What follows belongs to an exercise in optimizing a design on an open flow for small area; a production flow would make more cautious choices.
Only simulation tests tie the RTL to the original design; equivalence was not proved.
No activity file was given, so power comes from the tool's default toggle rates.

// usbasp_seq
module usbasp_seq (
    input  wire        clk,
    input  wire        rst,
    input  wire        req_valid,
    output wire        req_ready,
    input  wire [1:0]  req_kind,
    input  wire [63:0] req_data,
    input  wire [3:0]  req_len,
    output wire        rsp_valid,
    output reg  [2:0]  rsp_code,
    output reg  [3:0]  rsp_len,
    output wire [63:0] rsp_data,
    output wire        tgt_valid,
    input  wire        tgt_ready,
    output wire [4:0]  tgt_op,
    output wire [31:0] tgt_addr,
    output wire [63:0] tgt_wdata,
    output wire [3:0]  tgt_len,
    input  wire [63:0] tgt_rdata,
    input  wire        rx_evt,
    input  wire [7:0]  rx_byte,
    input  wire        tx_evt,
    output wire        line_tx_valid,
    output wire [7:0]  line_tx_data,
    output reg         chan_en,
    output reg         rx_irq_en,
    output reg         tx_irq_en,
    output reg  [15:0] cfg_baud,
    output reg  [5:0]  cfg_mode
);
clock: 8.0 ns
lec_check: 0
cap_margin: 20
core_margin: 2
core_utilization: 40
cts_buf_list: sky130_fd_sc_hd__clkbuf_16
cts_cluster_diameter: 150
cts_cluster_size: 22
place_density: 0.6
slew_margin: 20
standard.sh (not shown) runs the stock make flow with config.mk's settings and CLKGATE_MAP_FILE= SYNTH_SCRIPT=/design/flow/synth_recipe.tcl, a recipe that flattens the netlist after the stock synthesis.
==> flow/flow/run.sh <==
#!/bin/bash
# The standard layout (standard.sh) with three changes:
#  1. Synthesis maps the logic with an area-oriented ABC script (flow/abc.script)
#     in place of ORFS's abc_speed.script. The rest of synthesis is the standard
#     one (synth_recipe.tcl), so the registers are those of the standard synthesis.
#  2. The buffer put on every input and output port is the smallest buffer cell.
#  3. Clock tree synthesis gets the settings of config.mk (clkbuf_16, clusters of
#     22 sinks within 150 um) and inserts no dummy loads.
# Each step's output goes to a log of its own here (synth.log, standard.log) and
# ORFS's per-step logs under orfs/logs.
set -euo pipefail
here=$(pwd)
rm -rf "$here/scripts_abc"
cp -r "$FLOW_HOME/scripts" "$here/scripts_abc"
cp "$here/flow/abc.script" "$here/scripts_abc/abc_speed.script"
export BUFFER_PORTS_ARGS="-buffer_cell sky130_fd_sc_hd__buf_1"
export CTS_ARGS="-sink_clustering_enable -repair_clock_nets -buf_list sky130_fd_sc_hd__clkbuf_16 -sink_clustering_size 22 -sink_clustering_max_diameter 150 -dont_use_dummy_load"
SCRIPTS_DIR="$here/scripts_abc" bash standard.sh synth > synth.log 2>&1
bash standard.sh > standard.log 2>&1
==> flow/flow/abc.script <==
&get -n
&st
&deepsyn -T 60
&put
strash
ifraig
dc2
&get -n
&deepsyn -T 60
&dch -f
&nf -R 1000 -p -F 8 -A 4
&put
topo
dnsize -c
Edit:
--- a/flow/flow/run.sh
+++ b/flow/flow/run.sh
@@ -7,3 +7,3 @@
 #  3. Clock tree synthesis gets the settings of config.mk (clkbuf_16, clusters of
-#     22 sinks within 150 um) and inserts no dummy loads.
+#     26 sinks within 150 um) and inserts no dummy loads.
 # Each step's output goes to a log of its own here (synth.log, standard.log) and
@@ -16,3 +16,3 @@
 export BUFFER_PORTS_ARGS="-buffer_cell sky130_fd_sc_hd__buf_1"
-export CTS_ARGS="-sink_clustering_enable -repair_clock_nets -buf_list sky130_fd_sc_hd__clkbuf_16 -sink_clustering_size 22 -sink_clustering_max_diameter 150 -dont_use_dummy_load"
+export CTS_ARGS="-sink_clustering_enable -repair_clock_nets -buf_list sky130_fd_sc_hd__clkbuf_16 -sink_clustering_size 26 -sink_clustering_max_diameter 150 -dont_use_dummy_load"
 SCRIPTS_DIR="$here/scripts_abc" bash standard.sh synth > synth.log 2>&1
- CTS_CLUSTER_SIZE: 22 -> 26
=> Die area does not change; power falls slightly; core utilization falls by 0.19 points; maximum frequency rises slightly.
Edit:
--- a/flow/flow/run.sh
+++ b/flow/flow/run.sh
@@ -7,3 +7,3 @@
 #  3. Clock tree synthesis gets the settings of config.mk (clkbuf_16, clusters of
-#     26 sinks within 150 um) and inserts no dummy loads.
+#     20 sinks within 150 um) and inserts no dummy loads.
 # Each step's output goes to a log of its own here (synth.log, standard.log) and
@@ -16,3 +16,3 @@
 export BUFFER_PORTS_ARGS="-buffer_cell sky130_fd_sc_hd__buf_1"
-export CTS_ARGS="-sink_clustering_enable -repair_clock_nets -buf_list sky130_fd_sc_hd__clkbuf_16 -sink_clustering_size 26 -sink_clustering_max_diameter 150 -dont_use_dummy_load"
+export CTS_ARGS="-sink_clustering_enable -repair_clock_nets -buf_list sky130_fd_sc_hd__clkbuf_16 -sink_clustering_size 20 -sink_clustering_max_diameter 150 -dont_use_dummy_load"
 SCRIPTS_DIR="$here/scripts_abc" bash standard.sh synth > synth.log 2>&1
==> flow/flow/abc.script (replaced) <==
&get -n
&st
&deepsyn -T 120
&dch -f
&nf -R 1000 -p -F 8 -A 4
&st
&syn2
&dch -f
&nf -R 1000 -p -F 8 -A 4
&put
topo
dnsize -c
- CTS_CLUSTER_SIZE: 26 -> 20
Sequential share of layout area fell by 0.85 points; setup slack is better by 0.0075 ns; register-to-register slack stays flat; power went up by 4.6%.

* * *

Setup of sierra:
usbasp_seq, a different RTL version from the one above (not shown whole).
Size: ~360 I/O pins, roughly 0.019 mm^2 of cells after synthesis.
export LEC_CHECK = 0
export CAP_MARGIN = 20
export CORE_MARGIN = 2
export CORE_UTILIZATION = 40
export CTS_BUF_LIST = sky130_fd_sc_hd__clkbuf_16
export CTS_CLUSTER_DIAMETER = 150
export CTS_CLUSTER_SIZE = 20
export PLACE_DENSITY = 0.6
export SLEW_MARGIN = 20
create_clock -name core_clock -period 8.0 [get_ports {clk}]
==> flow/flow/run.sh <==
#!/bin/bash
# The standard layout (standard.sh) with two changes:
#  1. Synthesis maps the logic with an area-oriented ABC script (flow/abc.script)
#     in place of ORFS's abc_speed.script. The rest of synthesis is the standard
#     one (synth_recipe.tcl), so the registers are those of the standard synthesis.
#  2. The buffer put on every input and output port is the smallest buffer cell.
# Each step's output goes to a log of its own here (synth.log, standard.log) and
# ORFS's per-step logs under orfs/logs.
set -euo pipefail
here=$(pwd)
rm -rf "$here/scripts_abc"
cp -r "$FLOW_HOME/scripts" "$here/scripts_abc"
cp "$here/flow/abc.script" "$here/scripts_abc/abc_speed.script"
export BUFFER_PORTS_ARGS="-buffer_cell sky130_fd_sc_hd__buf_1"
SCRIPTS_DIR="$here/scripts_abc" bash standard.sh synth > synth.log 2>&1
bash standard.sh > standard.log 2>&1
==> flow/flow/abc.script <==
&get -n
&st
&deepsyn -T 120
&dch -f
&nf -R 1000 -p -F 8 -A 4
&st
&syn2
&dch -f
&nf -R 1000 -p -F 8 -A 4
&put
topo
dnsize -c
sierra | status: complete | timing, DRC, antenna: pass
Input-level comparison between zinc and sierra:
diff --git a/flow/flow/run.sh b/flow/flow/run.sh
--- a/flow/flow/run.sh
+++ b/flow/flow/run.sh
@@ -1,3 +1,3 @@
 #!/bin/bash
-# The standard layout (standard.sh) with two changes:
+# The standard layout (standard.sh) with three changes:
 #  1. Synthesis maps the logic with an area-oriented ABC script (flow/abc.script)
@@ -6,2 +6,4 @@
 #  2. The buffer put on every input and output port is the smallest buffer cell.
+#  3. Clock tree synthesis gets the settings of config.mk (clkbuf_16, clusters of
+#     20 sinks within 150 um) and inserts no dummy loads.
 # Each step's output goes to a log of its own here (synth.log, standard.log) and
@@ -14,2 +16,3 @@
 export BUFFER_PORTS_ARGS="-buffer_cell sky130_fd_sc_hd__buf_1"
+export CTS_ARGS="-sink_clustering_enable -repair_clock_nets -buf_list sky130_fd_sc_hd__clkbuf_16 -sink_clustering_size 20 -sink_clustering_max_diameter 150 -dont_use_dummy_load"
 SCRIPTS_DIR="$here/scripts_abc" bash standard.sh synth > synth.log 2>&1
[summary]
| global-route usage over all layers | sierra vs zinc | ≈ equal |. Final clock period utilization by the worst path: zinc > sierra. sierra → zinc: post-layout worst setup margin -0.015 ns; area added between synthesis and finish -0.41 points.

* * *

## v6
Another version of the RTL of usbasp_seq (not shown whole).
Size: ~1400 cells after synthesis, roughly 360 I/O pins.
clock: 8.0 ns
lec_check: 0
cap_margin: 20
core_margin: 2
core_utilization: 40
cts_buf_list: sky130_fd_sc_hd__clkbuf_16
cts_cluster_diameter: 150
cts_cluster_size: 26
place_density: 0.6
slew_margin: 20
==> flow/flow/run.sh <==
#!/bin/bash
# The standard layout (standard.sh) with three changes:
#  1. Synthesis maps the logic with an area-oriented ABC script (flow/abc.script)
#     in place of ORFS's abc_speed.script. The rest of synthesis is the standard
#     one (synth_recipe.tcl), so the registers are those of the standard synthesis.
#  2. The buffer put on every input and output port is the smallest buffer cell.
#  3. Clock tree synthesis gets the settings of config.mk (clkbuf_16, clusters of
#     26 sinks within 150 um) and inserts no dummy loads.
# Each step's output goes to a log of its own here (synth.log, standard.log) and
# ORFS's per-step logs under orfs/logs.
set -euo pipefail
here=$(pwd)
rm -rf "$here/scripts_abc"
cp -r "$FLOW_HOME/scripts" "$here/scripts_abc"
cp "$here/flow/abc.script" "$here/scripts_abc/abc_speed.script"
export BUFFER_PORTS_ARGS="-buffer_cell sky130_fd_sc_hd__buf_1"
export CTS_ARGS="-sink_clustering_enable -repair_clock_nets -buf_list sky130_fd_sc_hd__clkbuf_16 -sink_clustering_size 26 -sink_clustering_max_diameter 150 -dont_use_dummy_load"
SCRIPTS_DIR="$here/scripts_abc" bash standard.sh synth > synth.log 2>&1
bash standard.sh > standard.log 2>&1
==> flow/flow/abc.script <==
&get -n
&st
&deepsyn -T 60
&put
strash
ifraig
dc2
&get -n
&deepsyn -T 60
&put
strash
ifraig
dc2
&get -n
&deepsyn -T 60
&dch -f
&nf -R 1000 -p -F 8 -A 4
&put
topo
dnsize -c
[inputs] v7 vs v6
-- flow/flow/abc.script --
<<< v6, line 3
&deepsyn -T 60
&put
strash
ifraig
dc2
&get -n
>>> v7, line 3
--- outcome ---
- Compared with v6, v7 shows a higher total wirelength of the detailed-routed design.
- Comparing v7 with v6, the synthesized area came out essentially unchanged.
- There was hardly any difference in floorplan die area between v6 and v7.
- Setup slack up 0.020 ns in v7 wrt v6
- Compared with v6, v7 shows a combinational power share that is 0.6 points lower.

afterwards: timing with drivers on the ports:
How much do the figures lean on ideal ports? The routed layouts below were timed once more, with nothing changed but the port constraints. Step 1, drivers: a clkbuf_16 drives clk and a buf_2 each remaining input, both assumed. Step 2 adds t to the input delays and takes it off the output delays; t is the mean of the earliest and latest rising clock arrival at the registers after step 1. Input paths then give back, and output paths get back, about the clock's delay inside the block. Slacks: no drivers / after step 1 / after step 2; pairs: no drivers / after step 1.
run | t (ns) | slack for setup (ns) | hold WS [ns] | worst register clock-pin slew, ns | pins driven straight from the clock port
the first run of note 1 | 0.587 | 1.554 / 1.554 / 1.554 | 0.354 / 0.354 / 0.354 | 0.10 / 0.10 | 1
the second run of note 1 | 0.572 | 1.591 / 1.591 / 1.591 | 0.348 / 0.348 / 0.348 | 0.11 / 0.11 | 1
the third run of note 1 | 0.605 | 1.598 / 1.598 / 1.598 | 0.341 / 0.341 / 0.341 | 0.10 / 0.10 | 1
sierra | 0.624 | 1.653 / 1.653 / 1.653 | 0.414 / 0.414 / 0.414 | 0.09 / 0.09 | 1
zinc | 0.603 | 1.637 / 1.637 / 1.637 | 0.368 / 0.368 / 0.368 | 0.10 / 0.10 | 1
v6 | 0.596 | 1.531 / 1.531 / 1.531 | 0.352 / 0.352 / 0.352 | 0.11 / 0.11 | 1
v7 | 0.580 | 1.551 / 1.551 / 1.551 | 0.333 / 0.333 / 0.333 | 0.11 / 0.11 | 1
After both steps setup and hold are still met in every run listed.
